Source: an optimization exercise on an open RTL-to-GDS flow (aim: small area). Production flows keep margins and buffers that such runs may drop. Only simulation tests tie the RTL to the original design; equivalence was not proved. No activity file was given, so power comes from the tool's default toggle rates.

### flow/config.mk
export PLATFORM = sky130hd
export DESIGN_NAME = mvn_cpu
export DESIGN_NICKNAME = mvn_cpu
export VERILOG_FILES = /design/flow/design.v
export SDC_FILE = /design/flow/constraint.sdc
export NUM_CORES = 4
export LEC_CHECK = 0
export ABC_AREA = 1
export CAP_MARGIN = 20
export CORE_MARGIN = 2
export CORE_UTILIZATION = 25
export PLACE_DENSITY = 0.5
export SLEW_MARGIN = 20
### flow/constraint.sdc
create_clock -name core_clock -period 10.0 [get_ports {clk}]
set_input_delay 2.0000 -clock core_clock [delete_from_list [all_inputs] [get_ports {clk}]]
set_output_delay 2.0000 -clock core_clock [all_outputs]
set_load 0.01 [all_outputs]
### flow/design.v
module mvn_cpu (
    input  wire        clk,
    input  wire        rst,
    output reg         mem_req,
    output reg         mem_we,
    output reg  [11:0] mem_addr,
    output reg  [7:0]  mem_wdata,
    input  wire        mem_ready,
    input  wire [7:0]  mem_rdata,
    output wire        in_ready,
    input  wire        in_valid,
    input  wire [11:0] in_data,
    output wire        out_valid,
    output wire [11:0] out_data,
    output wire        halted,
    input  wire        resume,
    output wire        done,
    output wire        faulted,
    output wire [3:0]  fault_code,
    output wire [12:0] pc_o,
    output wire [11:0] ac_o
);
    localparam [3:0] OP_JMP = 4'h0, OP_JZ = 4'h1, OP_JN = 4'h2, OP_LV = 4'h3,
                     OP_ADD = 4'h4, OP_SUB = 4'h5, OP_MUL = 4'h6, OP_DIV = 4'h7,
                     OP_LD  = 4'h8, OP_MM  = 4'h9, OP_SC  = 4'hA, OP_RS  = 4'hB,
                     OP_HM  = 4'hC, OP_GD  = 4'hD, OP_PD  = 4'hE, OP_OS  = 4'hF;
    localparam [3:0] S_FETCH = 4'd0,   
                     S_X1    = 4'd1,   
                     S_COPY  = 4'd2,   
                     S_HALT  = 4'd3,
                     S_GD    = 4'd4,
                     S_W0    = 4'd5,
                     S_W1    = 4'd6,
                     S_MUL   = 4'd7,   
                     S_DIV   = 4'd8,   
                     S_NEG   = 4'd9,   
                     S_DONE  = 4'd10;
    reg  [3:0]  st;
    reg  [3:0]  ph;       
    reg  [3:0]  it;       
    reg  [11:0] P;        
    reg  [11:0] A;        
    reg  [11:0] O;        
    reg  [11:0] T;        
    reg  [3:0]  OP;       
    reg  [3:0]  fc;       
    reg         c;        
    reg         pcc;      
    reg         dly;      
    reg         f;        
    reg         neg;      
    wire fetch = (st == S_FETCH);
    wire x1    = (st == S_X1);
    wire cpy   = (st == S_COPY);
    wire mulp  = (st == S_MUL);
    wire divp  = (st == S_DIV);
    wire negp  = (st == S_NEG);
    wire w0    = (st == S_W0);
    wire w1    = (st == S_W1);
    wire ph0   = (ph == 4'd0);
    wire ph11  = (ph == 4'd11);
    wire ph12  = (ph == 4'd12);
    wire it0   = (it == 4'd0);
    wire it11  = (it == 4'd11);
    wire opr_fff  = &O;
    wire opr_zero = ~|O;
    wire ac_zero  = ~|A;
    wire t_zero   = ~|T;
    wire op_rdw = (OP == OP_ADD) || (OP == OP_SUB) || (OP == OP_MUL) ||
                  (OP == OP_DIV) || (OP == OP_LD)  || (OP == OP_RS);
    wire rd     = op_rdw && !opr_fff;               
    wire x1pass = x1 && !ph12;
    wire [11:0] O_p1 = O + 12'd1;
    wire inc = (fetch || x1) ? !ph[3] : w1;
    wire mb  = mem_rdata[ph[2:0]];
    always @(*) begin
        mem_addr = fetch ? {P[10:0], inc} : (inc ? O_p1 : O);
        mem_req  = (fetch && !P[11]) || (x1 && rd && (!ph12 || OP == OP_RS)) || w0 || w1;
        mem_we   = w0 || w1;
        if (OP == OP_SC)
            mem_wdata = w0 ? {3'b000, P[11:7]} : {P[6:0], 1'b0};
        else
            mem_wdata = w0 ? {{4{A[11]}}, A[11:8]} : A[7:0];
    end
    wire go = !(mem_req && !mem_ready);
    wire negc = ph0 ? A[11] : neg;               
    wire rnn  = it0 || A[0];                      
    wire subc = ph0 ? (rnn ^ T[11]) : f;          
    wire ncond = neg ^ T[11];
    reg x, ys, inv;
    always @(*) begin
        x = 1'b0; ys = 1'b0; inv = 1'b0;
        if (x1) begin
            case (OP)
                OP_LV:  begin x = O[0]; end
                OP_ADD: begin x = A[0]; ys = mb; end
                OP_SUB: begin x = A[0]; ys = mb; inv = 1'b1; end
                OP_LD:  begin ys = mb; end
                default: begin ys = A[0]; inv = negc; end    
            endcase
        end else if (mulp) begin
            x  = !it0 && !ph12 && O[0];
            ys = !ph12 && A[0] && T[0];
        end else if (divp) begin
            x   = ph0 ? A[11] : dly;
            ys  = T[0];
            inv = subc;
        end else begin
            ys  = A[0];
            inv = ncond;
        end
    end
    wire y   = ys ^ inv;
    wire ci  = ph0 ? inv : c;
    wire sum = x ^ y ^ ci;
    wire co  = (x & y) | (ci & (x ^ y));
    wire hain = !cpy ? P[0] : (OP == OP_RS) ? T[1] : O[1];
    wire pci  = ph0 ? (x1 || (OP == OP_SC)) : pcc;
    wire psum = hain ^ pci;
    wire taken = (OP == OP_JMP) || (OP == OP_HM) ||
                 (OP == OP_JZ && ac_zero) || (OP == OP_JN && A[11]);
    assign in_ready   = (st == S_GD);
    assign out_valid  = x1 && ph0 && (OP == OP_PD);
    assign out_data   = A;
    assign halted     = (st == S_HALT);
    assign done       = (st == S_DONE);
    assign faulted    = |fc;
    assign fault_code = fc;
    assign pc_o       = {P, 1'b0};
    assign ac_o       = A;
    always @(posedge clk) begin
        if (rst) begin
            st <= S_FETCH;
            ph <= 4'd0;
            it <= 4'd0;
            P  <= 12'd0;
            A  <= 12'd0;
            fc <= 4'd0;
        end else if (go) begin
            c   <= co;
            pcc <= hain & pci;
            ph  <= ph + 4'd1;
            case (st)
                S_FETCH: begin
                    if (P[11]) begin
                        fc <= 4'd6; st <= S_DONE;
                    end else begin
                        {OP, O} <= {mb, OP, O[11:1]};
                        if (ph == 4'd15) st <= S_X1;
                    end
                end
                S_X1: begin
                    if (!ph12) begin
                        P <= {psum, P[11:1]};
                        if (ph0) neg <= A[11];
                        if (rd) T <= {mb, T[11:1]};
                        else    O <= {O[0], O[11:1]};
                        if (OP == OP_LV || (rd && (OP == OP_ADD || OP == OP_SUB ||
                                                   OP == OP_LD  || OP == OP_DIV)))
                            A <= {sum, A[11:1]};
                    end else begin
                        ph <= 4'd0;
                        st <= S_FETCH;
                        case (OP)
                            OP_JMP, OP_JZ, OP_JN, OP_HM: begin
                                if (taken) begin
                                    if (O[0]) begin
                                        if (OP == OP_HM) st <= S_HALT;
                                        else begin fc <= 4'd5; st <= S_DONE; end
                                    end else st <= S_COPY;
                                end
                            end
                            OP_ADD, OP_SUB, OP_LD, OP_MUL, OP_DIV, OP_RS, OP_MM: begin
                                if (opr_fff) begin
                                    fc <= 4'd6; st <= S_DONE;
                                end else begin
                                    case (OP)
                                        OP_MUL: st <= S_MUL;
                                        OP_DIV: st <= t_zero ? S_NEG : S_DIV;
                                        OP_MM:  st <= S_W0;
                                        OP_RS: begin
                                            if (mem_rdata[7:4] != 4'd0) begin
                                                fc <= 4'd8; st <= S_DONE;
                                            end else if (T[0]) begin
                                                fc <= 4'd5; st <= S_DONE;
                                            end else st <= S_COPY;
                                        end
                                        default: ;
                                    endcase
                                end
                            end
                            OP_SC: begin
                                if (opr_fff) begin
                                    fc <= 4'd6; st <= S_DONE;
                                end else if (O[0]) begin
                                    fc <= 4'd5; st <= S_DONE;
                                end else st <= S_W0;
                            end
                            OP_GD: st <= S_GD;
                            OP_OS: begin
                                st <= S_DONE;
                                if (!opr_zero) fc <= 4'd9;
                            end
                            default: ;    
                        endcase
                    end
                end
                S_COPY: begin
                    P <= {psum, P[11:1]};
                    O <= {O[0], O[11:1]};
                    T <= {T[0], T[11:1]};
                    if (ph11) begin
                        ph <= 4'd0;
                        st <= (OP == OP_HM) ? S_HALT : S_FETCH;
                    end
                end
                S_HALT: begin
                    if (resume) begin
                        if (O[0]) begin fc <= 4'd5; st <= S_DONE; end
                        else st <= S_FETCH;
                    end
                    ph <= 4'd0;
                end
                S_GD: begin
                    if (in_valid) begin
                        A  <= in_data;
                        st <= S_FETCH;
                    end
                    ph <= 4'd0;
                end
                S_W0: begin
                    st <= S_W1;
                    ph <= 4'd0;
                end
                S_W1: begin
                    st <= (OP == OP_SC) ? S_COPY : S_FETCH;
                    ph <= 4'd0;
                end
                S_MUL: begin
                    O <= {sum, O[11:1]};
                    if (!ph12) T <= {T[0], T[11:1]};
                    else begin
                        A  <= {O[0], A[11:1]};
                        ph <= 4'd0;
                        it <= it11 ? 4'd0 : it + 4'd1;
                        if (it11) st <= S_FETCH;
                    end
                end
                S_DIV: begin
                    O   <= {sum, O[11:1]};
                    T   <= {T[0], T[11:1]};
                    dly <= !it0 && O[0];
                    if (ph0) f <= subc;
                    if (!ph0) A <= {A[0], A[11:2], ph11 ? !sum : A[1]};
                    if (ph11) begin
                        ph <= 4'd0;
                        it <= it11 ? 4'd0 : it + 4'd1;
                        if (it11) st <= S_NEG;
                    end
                end
                S_NEG: begin
                    A <= {sum, A[11:1]};
                    if (ph11) begin
                        ph <= 4'd0;
                        if (t_zero) begin fc <= 4'd7; st <= S_DONE; end
                        else st <= S_FETCH;
                    end
                end
                default: ph <= 4'd0;    
            endcase
        end
    end
endmodule
### flow/run.sh
#!/bin/bash
# synth_recipe.tcl (not shown) runs the flow's synth.tcl, then flattens the netlist and writes it again
# the make line also repeats each setting of config.mk as NAME=value (left out here)
make -C /OpenROAD-flow-scripts/flow DESIGN_CONFIG=/design/flow/config.mk WORK_HOME=/design/flow/orfs CLKGATE_MAP_FILE= SYNTH_SCRIPT=/design/flow/synth_recipe.tcl finish
==> run notes <==
## cell type report
cell class                      count  area [sq um]
Multi-Input combinational cell    561          2690
Clock buffer                       12           289
Inverter                           91           342
Tap cell                          270           338
Fill cell                        2257         13600
Timing Repair Buffer               95           941
Clock inverter                      4          27.5
Sequential cell                    73          1790
## logic make-up after synthesis
| group | after synthesis |
|---|---|
| flops | 73 |
| simple gates | 391 |
| buf+inv | 128 |
| compound gates | 154 |
| other cells | 1 |
| fa+ha+maj | 8 |
| xor+xnor | 7 |
## worst max-delay path by stage
stage	slack, ns	from	cells after the start	endpoint
3_5_place_dp	4.99	rst	4	T[6]
5_1_grt	4.88	O[0]	9	mem_addr[9]
2_1_floorplan	6.32	rst	4	O[0]
4_1_cts	5.12	O[0]	9	mem_addr[9]
3_3_place_gp	5.13	rst	4	T[6]
6_report	5.13	OP[0]	6	mem_wdata[1]
## synth_stat cells (all sizes together), types with 2 or more instances
library cell	n
o211ai	4
o221ai	3
or2	2
o21ai	63
clkbuf	11
o22ai	4
nand4	5
edfxtp	33
xor2	4
buf	26
nand3b	13
nand2	195
inv	90
xnor2	3
o31ai	3
a21oi	74
nor2	105
nand3	56
nor3	11
ha	7
dfxtp	40
## layer usage
metal / share of wire / vias to the layer above / routed length [um]
li1: - / 2627 / -
met1: 0.49 / 2379 / 8240
met2: 0.44 / 144 / 7350
met3: 0.047 / 30 / 792
met4: 0.023 / 0 / 391
met5: 0 / - / 0
## flip-flops by register name, indices dropped and copies added (netlist names), 4 cells and up
| signal | cells |
|---|---|
| ph | 4 |
| st | 4 |
| O | 12 |
| it | 4 |
| P | 12 |
| A | 12 |
| T | 12 |
| fc | 4 |
| OP | 4 |
## cells in the final DEF, fill, tap and decap left out, types with 5 or more instances in the layout
master	synthesis	layout
ha_1	7	7
clkdlybuf4s50_1	0	91
nand3_1	56	56
nand4_1	5	5
a21oi_1	72	72
nand3b_1	13	13
nand2_2	5	5
dfxtp_1	40	40
nor3_1	10	10
inv_1	86	85
nor2_1	100	100
o21ai_0	60	60
clkbuf_16	0	11
edfxtp_1	33	33
nand2_1	190	190
## metrics by stage
| stage | power (mW) | utilization | instance area (sq um) |
|---|---|---|---|
| 3_5_place_dp | 2.08 | 0.305 | 6100 |
| 2_1_floorplan | 1.53 | - | 5060 |
| 6_report | 2.42 | 0.320 | 6420 |
| 3_3_place_gp | 2.08 | 0.305 | 6100 |
| 5_1_grt | 2.63 | 0.320 | 6420 |
| 4_1_cts | 2.43 | 0.320 | 6420 |
## power by group
group / total (mW) / internal (mW) / switching, mW
clock network: 0.339 / 0.206 / 0.133
logic: 1.51 / 0.589 / 0.922
registers: 0.571 / 0.445 / 0.126
total: 2.42 / 1.24 / 1.18
## worst reg2reg max path, cell delays in order (launching register included)
cell and delay, ns:
edfxtp_1 0.55, ha_1 0.23, inv_1 0.09, nor2_1 0.16, nand3_1 0.43, nand4_1 0.29
nand2_2 0.12, nand2_1 0.08, buf_4 0.37, nand2_2 0.21, nor2_1 0.82
==> results.py <==
metrics = {
    "yosys": {
        "synthAdderAreaFrac": 0.0213,
        "synth_compound_area_frac": 0.166,
        "synth_area_per_cell_sq_um": 6.64,
        "synth_seq_cells": 73,
        "ys_top_cells_by_area": "edfxtp_1 (20%), dfxtp_1 (16%), nand2_1 (14%)",
        "synth-xor-area-share": 0.0121,
        "synth_cells": 762,
        "synth_cell_types": 44,
        "synthesis.area_sq_um": 5060,
        "synthArstFlopShare": 0,
        "synth_enable_flop_cells": 33,
        "yosys.area.top_type": "edfxtp_1",
        "synth_nets": 795,
        "synth_top_area_share": 0.196,
        "synth_mux_area_frac": 0,
        "ys_warn_count": 1,
        "synth_top_family_by_area": "simple AND/OR/NAND/NOR gates",
        "ys.flop_type": "dfxtp_1",
        "synth_seq_area_share": 0.354,
        "synth-simple-area-share": 0.332,
    },
    "critical_path": {
        "crit_family": "buffers and inverters",
        "reg2reg_slack_ns": 6.25,
        "cpPeakStageDelay_ns": 0.58,
        "cp-start-kind": "flop",
        "rr_endpoint": "T[11]",
        "path_cells": "nor2_1 > nand2_1 > inv_1 > o21ai_0 > o22ai_1 > clkdlybuf4s50_1",
        "reg2reg_depth": 10,
        "critPathKind": "reg -> out",
        "path_buf_inv": 2,
        "required_ns": 8.00,
        "path_max_fanout": 14,
        "r2r_start": "O[0]",
        "crit_slowest_cell": "clkdlybuf4s50_1",
        "endpoint_kind": "output pin",
        "crit_arrival_ns": 2.87,
    },
    "clock_tree": {
        "cts_max_level": 3,
        "clk_latency_ns": 0.35,
        "clock_sinks": 73,
        "cts-resized-gates": 0,
        "holdBufCountCts": 0,
        "cts.path.max_buffers": 2,
        "cts_root_buffer": "clkbuf_16",
        "cts_tree": "yes",
        "cts_setup_buffers": 0,
        "path_clk_slew_ns": 0.06,
        "cts_buffers": 9,
    },
    "detailed_routing": {
        "vias": 5180,
        "drc": 0,
        "drtIter0Drc": 454,
        "routed_wl_mm": 16.8,
        "via_per_inst": 4.68,
        "wl_per_cell_um": 15.2,
        "firstDrtPassIters": 5,
        "antenna_left": 0,
    },
    "grt": {
        "grt_pass1_vias": 4737,
        "grt_first_pass_wirelength_mm": 26.3,
        "busiest_layer": "met2",
        "grt_max_degree": 39,
        "gr-usage-met2": 0.237,
        "met3_usage": 0.0297,
        "met1_usage": 0.221,
        "antenna_found_initial": 0,
        "grt_overflow": 0,
        "grt_use_total": 0.157,
    },
    "outcome": {
        "status": "complete, no violations",
    },
    "timing": {
        "max_freq_mhz": 205,
        "slew_violations": 0,
        "rsz0062_at_grt": "false",
        "slew_headroom": 0.317,
        "hold_viol_final": 0,
        "fin_crit_ns": 4.87,
        "fin_hold_ws_ns": 0.442,
        "final.setup.tns_ns": 0,
        "finalCritPeriodShare": 0.487,
        "worst_slew_pin_slew_ns": 1.02,
        "setup_viol": 0,
        "skew_ns": 0.0112,
        "fin_ws_ns": 5.13,
    },
    "die": {
        "rows": 52,
        "die_area_sq_um": 21400,
        "die_h_um": 146,
        "die_w_um": 146,
        "io_pins": 93,
        "start_util": 0.252,
        "coreArea_sq_um": 20000,
    },
    "cells_and_area": {
        "finalNonFillerCells": 1106,
        "drive_gt1_frac": 0.0502,
        "fin_nets": 864,
        "diodes": 0,
        "areaGrowthSynthToFinish_pct": 26.9,
    },
    "power": {
        "power_density_nw_per_um2": 377,
        "ir_drop_mv": 0.129,
        "cellLeakagePower_nw": 2.66,
    },
    "worst_hold_path": {
        "holdPathStages": 0,
        "worst_hold_path_type": "reg -> reg",
        "min_to": "T[7]",
        "worstHoldStart": "T[8]",
    },
    "placed_design": {
        "port_buffers": 91,
        "pre_cts_ws_ns": 4.99,
        "place_inst": 1090,
        "gp_congestion": 0.935,
        "hpwlAfterDp_mm": 12.9,
    },
    "run": {
        "maxCapViolCount": 0,
    },
}

[afterwards: timing with drivers on the ports]
The results above use ideal ports. As a check the final layout listed here was re-extracted and re-timed, cells and wires unchanged. Step 1, drivers: a clkbuf_16 drives clk and a buf_2 each remaining input, both assumed. Step 2 also shifts input and output timing later by t, the mid clock arrival at the registers, as if the neighbouring blocks saw the same clock. Three values: ideal, step 1, step 2; two values: the first two.
t (ns): 0.393
setup slack, ns: 5.125 / 5.079 / 5.271
worst setup path at the end: input to register
After both steps setup and hold are still met in this run. For this run, drivers alone change the setup slack by -0.046 ns; drivers and shift together by +0.146 ns.
